From an optimization exercise on the open Yosys and OpenROAD flow, aimed at small area; shortcuts taken in it are not production practice.
Only simulation tests tie the RTL to the original design; equivalence was not proved.
No activity file was given, so power comes from the tool's default toggle rates.

Setup of v30:
==> flow/design.v (excerpt) <==
module tfac_core (
    input  wire        clk,
    input  wire        rst,               
    input  wire        cfg_decode_halt,   
    input  wire        cfg_mem_halt,      
    input  wire [3:0]  bp_en,
    input  wire [63:0] bp_addr,           
    input  wire        resume,            
    output wire        paused,
    output wire        halted,
    output reg         ram_req,
    output reg         ram_we,
    output reg  [12:0] ram_addr,
    output reg  [15:0] ram_wdata,
    input  wire        ram_gnt,
    input  wire [15:0] ram_rdata,         
    output reg         cin_req,
    output reg         cin_int,           
    input  wire        cin_valid,
    input  wire        cin_eof,
    input  wire [15:0] cin_data,
    output reg         cout_valid,
    output reg         cout_int,          
    output reg  [15:0] cout_data,
    input  wire        cout_ready,
    output reg         diag_valid,
    output reg  [2:0]  diag_code,
    output reg  [15:0] diag_addr,
    output reg  [15:0] diag_data,
    input  wire [3:0]  dbg_sel,
    output wire [15:0] dbg_data,
    output wire        flag_z,
    output wire        flag_c,
    output wire [15:0] ir
);
==> flow/config.mk <==
export PLATFORM = sky130hd
export DESIGN_NAME = tfac_core
export DESIGN_NICKNAME = tfac_core
export VERILOG_FILES = /design/flow/design.v
export SDC_FILE = /design/flow/constraint.sdc
export NUM_CORES = 4
export LEC_CHECK = 0
export ABC_AREA = 1
export CAP_MARGIN = 20
export CORE_MARGIN = 2
export CORE_UTILIZATION = 40
export CTS_BUF_LIST = sky130_fd_sc_hd__clkbuf_4
export PLACE_DENSITY = 0.6
export SLEW_MARGIN = 20
==> flow/constraint.sdc <==
create_clock -name core_clock -period 10.0 [get_ports {clk}]
set_input_delay 2.0000 -clock core_clock [delete_from_list [all_inputs] [get_ports {clk}]]
set_output_delay 2.0000 -clock core_clock [all_outputs]
set_load 0.01 [all_outputs]
standard.sh (not shown) runs the stock make flow with config.mk's settings and CLKGATE_MAP_FILE= SYNTH_SCRIPT=/design/flow/synth_recipe.tcl, a recipe that flattens the netlist after the stock synthesis.
==> flow/flow/run.sh <==
#!/bin/bash
# The standard layout, with the smallest plain buffer (buf_1) as the
# buffer that ORFS puts on every input and output port.
set -euo pipefail
export BUFFER_PORTS_ARGS="-buffer_cell sky130_fd_sc_hd__buf_1"
bash standard.sh > standard.log 2>&1
What v37 does differently from v30 at the input level:
# v30
export LEC_CHECK = 0
export ABC_AREA = 1
export CAP_MARGIN = 20
export CORE_MARGIN = 2
export CORE_UTILIZATION = 40
export CTS_BUF_LIST = sky130_fd_sc_hd__clkbuf_4
export PLACE_DENSITY = 0.6
export SLEW_MARGIN = 20
create_clock -name core_clock -period 10.0 [get_ports {clk}]
# v37
export LEC_CHECK = 0
export ABC_AREA = 1
export CAP_MARGIN = 20
export CORE_MARGIN = 2
export CORE_UTILIZATION = 40
export CTS_BUF_LIST = sky130_fd_sc_hd__clkbuf_8
export PLACE_DENSITY = 0.6
export SLEW_MARGIN = 20
create_clock -name core_clock -period 10.0 [get_ports {clk}]
### Flow results
v37: PASS, flow complete, no timing, DRC or antenna violations. | relative contribution of the clock network to total power | v37 vs v30 | 1.1 points higher |. Sort v30 and v37 by overall global routing resource usage, ascending, and v37 comes first. Destination of the critical timing path: dbg_data[15] -> v37, diag_data[6] -> v30. For power in combinational cells, v37 and v30 come out practically identical. Looking at first-pass GRT wire length across both flows, v37 is the stronger of the two, with v30 trailing. Diff v30 and v37: worst setup slack higher in v30. Compared with v30, in v37 maximum fanout count along the critical path higher; final area rose 0.58%; count of antenna diodes in the layout fell by 1. Maximum frequency shrinks slightly when moving from v30 to v37. Taking v30 as the reference point, the shortest clock period the worst path allows after layout of v37 rises by 100 ps.
## Diff of input files: v27 against v37
# v37
export LEC_CHECK = 0
export ABC_AREA = 1
export CAP_MARGIN = 20
export CORE_MARGIN = 2
export CORE_UTILIZATION = 40
export CTS_BUF_LIST = sky130_fd_sc_hd__clkbuf_8
export PLACE_DENSITY = 0.6
export SLEW_MARGIN = 20
create_clock -name core_clock -period 10.0 [get_ports {clk}]
# v27
export LEC_CHECK = 0
export ABC_AREA = 1
export CAP_MARGIN = 20
export CORE_MARGIN = 2
export CORE_UTILIZATION = 40
export PLACE_DENSITY = 0.6
export SLEW_MARGIN = 20
create_clock -name core_clock -period 10.0 [get_ports {clk}]
==> flow/run.sh (new file) <==
#!/bin/bash
# synth_recipe.tcl (not shown) runs the flow's synth.tcl, then flattens the netlist and writes it again
# the make line also repeats each setting of config.mk as NAME=value (left out here)
make -C /OpenROAD-flow-scripts/flow DESIGN_CONFIG=/design/flow/config.mk WORK_HOME=/design/flow/orfs CLKGATE_MAP_FILE= SYNTH_SCRIPT=/design/flow/synth_recipe.tcl finish
removed: flow/flow/run.sh
removed: flow/standard.sh
## What came out
v37 was carried through to the last stage, and its layout satisfied the timing, design-rule and antenna checks.
Both conditions hold for v27: the flow ran to the end and the final layout passed the timing, design-rule and antenna checks.
Going from v37 to v27, combinational group share of total power saw an increase, non-clock buffer count went down by 1, via count of the routed design was more or less identical.
Diff v37..v27 | sequential cell count | unchanged
v27 vs v37 — final critical-path share of the clock period rose 8.7 points.
Area of all placed cells without fillers (v27 vs. v37) increases by a little under 10%
Sort v27 and v37 by placer's final routability congestion estimate desc -> top: v37
Diff v37 -> v27: wire length of the first global-routing pass higher, logic depth of the worst path, buffers included lower, power higher, fraction of area in multi-input gates lower.
The inputs of v44 differ from those of v27 as listed below.
# v27
export LEC_CHECK = 0
export ABC_AREA = 1
export CAP_MARGIN = 20
export CORE_MARGIN = 2
export CORE_UTILIZATION = 40
export PLACE_DENSITY = 0.6
export SLEW_MARGIN = 20
create_clock -name core_clock -period 10.0 [get_ports {clk}]
# v44
export LEC_CHECK = 0
export ABC_AREA = 1
export CAP_MARGIN = 20
export CORE_MARGIN = 2
export CORE_UTILIZATION = 40
export CTS_BUF_LIST = sky130_fd_sc_hd__clkbuf_8
export CTS_CLUSTER_DIAMETER = 60
export CTS_CLUSTER_SIZE = 20
export PLACE_DENSITY = 0.6
export SLEW_MARGIN = 20
create_clock -name core_clock -period 10.0 [get_ports {clk}]
==> flow/flow/run.sh (new file) <==
#!/bin/bash
# The standard layout, with the smallest plain buffer (buf_1) as the
# buffer that ORFS puts on every input and output port.
set -euo pipefail
export BUFFER_PORTS_ARGS="-buffer_cell sky130_fd_sc_hd__buf_1"
bash standard.sh > standard.log 2>&1
==> flow/standard.sh (new file) <==
#!/bin/bash
# synth_recipe.tcl (not shown) runs the flow's synth.tcl, then flattens the netlist and writes it again
# the make line also repeats each setting of config.mk as NAME=value (left out here)
make -C /OpenROAD-flow-scripts/flow DESIGN_CONFIG=/design/flow/config.mk WORK_HOME=/design/flow/orfs CLKGATE_MAP_FILE= SYNTH_SCRIPT=/design/flow/synth_recipe.tcl "${@:-finish}"
removed: flow/run.sh
==> results.txt <==
- The final layout from v44, which completed every stage, passed the timing, design-rule and antenna checks at the end of the flow.
- [v44] clock network fraction of total power fell 7.9 points relative to v27
- Between v44 and v27, it is v44 whose overall routing resource usage is lower, by 1.8 points.
- Compared with v27, v44 shows a critical path depth that is 2 higher.
- v27 → v44: final total power lower, mux cell area share after synthesis neither gained nor lost much, proportion of cell area occupied by multi-input gates climbed 4.6 points, via count shrank by 0.96%.
- In v44 the starting DRC count in detailed routing turned out 85 higher than in v27.
- v44: ratio of cells with drive above 1 in the final layout lower than v27
- Measured against v44, the fmax of v27 comes out at 0.884 times the reference value.
- Relative to v27, minimum clock period decreased by 910 ps in v44.
> inputs changed (v44 -> v2)
# v44
export LEC_CHECK = 0
export ABC_AREA = 1
export CAP_MARGIN = 20
export CORE_MARGIN = 2
export CORE_UTILIZATION = 40
export CTS_BUF_LIST = sky130_fd_sc_hd__clkbuf_8
export CTS_CLUSTER_DIAMETER = 60
export CTS_CLUSTER_SIZE = 20
export PLACE_DENSITY = 0.6
export SLEW_MARGIN = 20
create_clock -name core_clock -period 10.0 [get_ports {clk}]
# v2
export LEC_CHECK = 0
export ABC_AREA = 1
export CAP_MARGIN = 20
export CORE_MARGIN = 2
export CORE_UTILIZATION = 40
export PLACE_DENSITY = 0.6
export SLEW_MARGIN = 20
create_clock -name core_clock -period 10.0 [get_ports {clk}]
==> results.txt <==
Worst hold slack (higher): v2. The worst setup slack before clock tree synthesis of v2 and that of v44 are within noise of each other. Going from v44 to v2, fraction of area in multi-input gates shrinks by 1.6 points. In v2 relative to v44, met2 wirelength from detailed routing had gone up slightly. [v2] portion of total power attributed to sequential cells fell 6.1 points relative to v44. Sequential share of layout area down 1.5 points in v2 wrt v44. The die area of v44 and that of v2 are within noise of each other. Power: v2 draws more than v44. Fmax: v2 higher than v44. Across both runs, relative contribution of combinational cells to total power was lower for v2 than for v44.

========
Another version of the RTL of tfac_core (not shown whole).
Size: about 2,100 cells after synthesis, ~310 flip-flops, roughly 240 I/O pins, ~15,000 sq um of cells after synthesis.
export LEC_CHECK = 0
export ABC_AREA = 1
export CAP_MARGIN = 20
export CORE_MARGIN = 2
export CORE_UTILIZATION = 40
export CTS_BUF_LIST = sky130_fd_sc_hd__clkbuf_8
export CTS_CLUSTER_DIAMETER = 60
export CTS_CLUSTER_SIZE = 16
export PLACE_DENSITY = 0.6
export SLEW_MARGIN = 20
create_clock -name core_clock -period 10.0 [get_ports {clk}]
==> flow/flow/run.sh <==
#!/bin/bash
# The standard layout, with the smallest plain buffer (buf_1) as the
# buffer that ORFS puts on every input and output port.
set -euo pipefail
export BUFFER_PORTS_ARGS="-buffer_cell sky130_fd_sc_hd__buf_1"
bash standard.sh > standard.log 2>&1
==> next run, changes <==
==> flow/flow/run.sh (replaced) <==
#!/bin/bash
# The standard layout (standard.sh) with two changes:
#  - ABC maps the logic with flow/area.abc (the &nf mapper with area
#    recovery) instead of ORFS's abc_area.script; the synthesis script is
#    otherwise synth_recipe.tcl unchanged, so the registers are the same;
#  - the buffer that ORFS puts on every input and output port is buf_1.
# Each tool's full output is in standard.log and in orfs/logs/.
set -euo pipefail
W=$PWD
{
  printf 'proc abc {args} { set i [lsearch $args -script]; if {$i >= 0} { lset args [expr {$i + 1}] %s }; yosys abc {*}$args }\n' "$W/flow/area.abc"
  cat "$W/synth_recipe.tcl"
} > "$W/area_synth.tcl"
sed "s#SYNTH_SCRIPT=[^ ]*synth_recipe\.tcl#SYNTH_SCRIPT=$W/area_synth.tcl#" "$W/standard.sh" > "$W/area_standard.sh"
grep -q "SYNTH_SCRIPT=$W/area_synth.tcl" "$W/area_standard.sh"
export BUFFER_PORTS_ARGS="-buffer_cell sky130_fd_sc_hd__buf_1"
bash "$W/area_standard.sh" > "$W/standard.log" 2>&1
==> flow/flow/area.abc (new file) <==
strash
dc2
dc2
&get -n
&dch -f
&nf -R 1000 -p
&put
&get -n
&dch -f
&nf -R 1000 -p
&put
topo
dnsize -c
--- a/flow/config.mk
+++ b/flow/config.mk
@@ -8,9 +8,9 @@
 export ABC_AREA = 1
-export CAP_MARGIN = 20
+export CAP_MARGIN = 5
 export CORE_MARGIN = 2
-export CORE_UTILIZATION = 40
+export CORE_UTILIZATION = 60
 export CTS_BUF_LIST = sky130_fd_sc_hd__clkbuf_8
 export CTS_CLUSTER_DIAMETER = 60
-export CTS_CLUSTER_SIZE = 16
-export PLACE_DENSITY = 0.6
-export SLEW_MARGIN = 20
+export CTS_CLUSTER_SIZE = 20
+export PLACE_DENSITY = 0.75
+export SLEW_MARGIN = 5
- worst hold slack improves by 0.045 ns
- cell count fell by about 30%
- via count fell by about 12%
- sequential power fell by 31%
==> next run, changes <==
--- a/flow/config.mk
+++ b/flow/config.mk
@@ -13,3 +13,3 @@
 export CTS_CLUSTER_DIAMETER = 60
-export CTS_CLUSTER_SIZE = 20
+export CTS_CLUSTER_SIZE = 16
 export PLACE_DENSITY = 0.75
The changed run passed the timing, design-rule and antenna checks; routed wire length stays flat; worst setup slack degrades by 0.099 ns; core utilization stays flat; final cell count is about the same; first-iteration DRC count is lower by 4.2%.

[separate check: timing with driven ports]
No port has a modelled driver above. Below, the same layouts with a new extraction and two added sets of constraints.
Step 1 (the two cells are an assumption about what drives the block):
set clk [get_ports {clk}]
set_driving_cell -lib_cell sky130_fd_sc_hd__clkbuf_16 $clk
set_driving_cell -lib_cell sky130_fd_sc_hd__buf_2 [delete_from_list [all_inputs] $clk]
Step 2 times the ports against the registers' clock, not the clock port: input delays grow and output delays shrink by t, the midpoint of the rising clock arrivals with the driver on.
Slacks: ideal / step 1 / step 2; pairs: ideal / step 1.
run	t (ns)	setup WS [ns]	worst slew at a driven data input, ns
v30	0.740	3.133 / 3.087 / 3.120	0.06
v37	0.619	3.032 / 3.008 / 3.008	0.06
v27	0.635	2.158 / 2.135 / 2.135	0.07
v44	0.622	3.068 / 3.043 / 3.043	0.06
v2	0.629	3.117 / 3.093 / 3.093	0.06
the first run of note 2	0.676	2.428 / 2.378 / 3.055	0.05
the second run of note 2	0.595	0.792 / 0.746 / 1.341	0.05
the third run of note 2	0.605	0.692 / 0.648 / 1.253	0.05
After both steps setup and hold are still met in every run listed. For v44, which loses most, drivers alone change the setup slack by -0.025 ns; drivers and shift together by -0.025 ns.
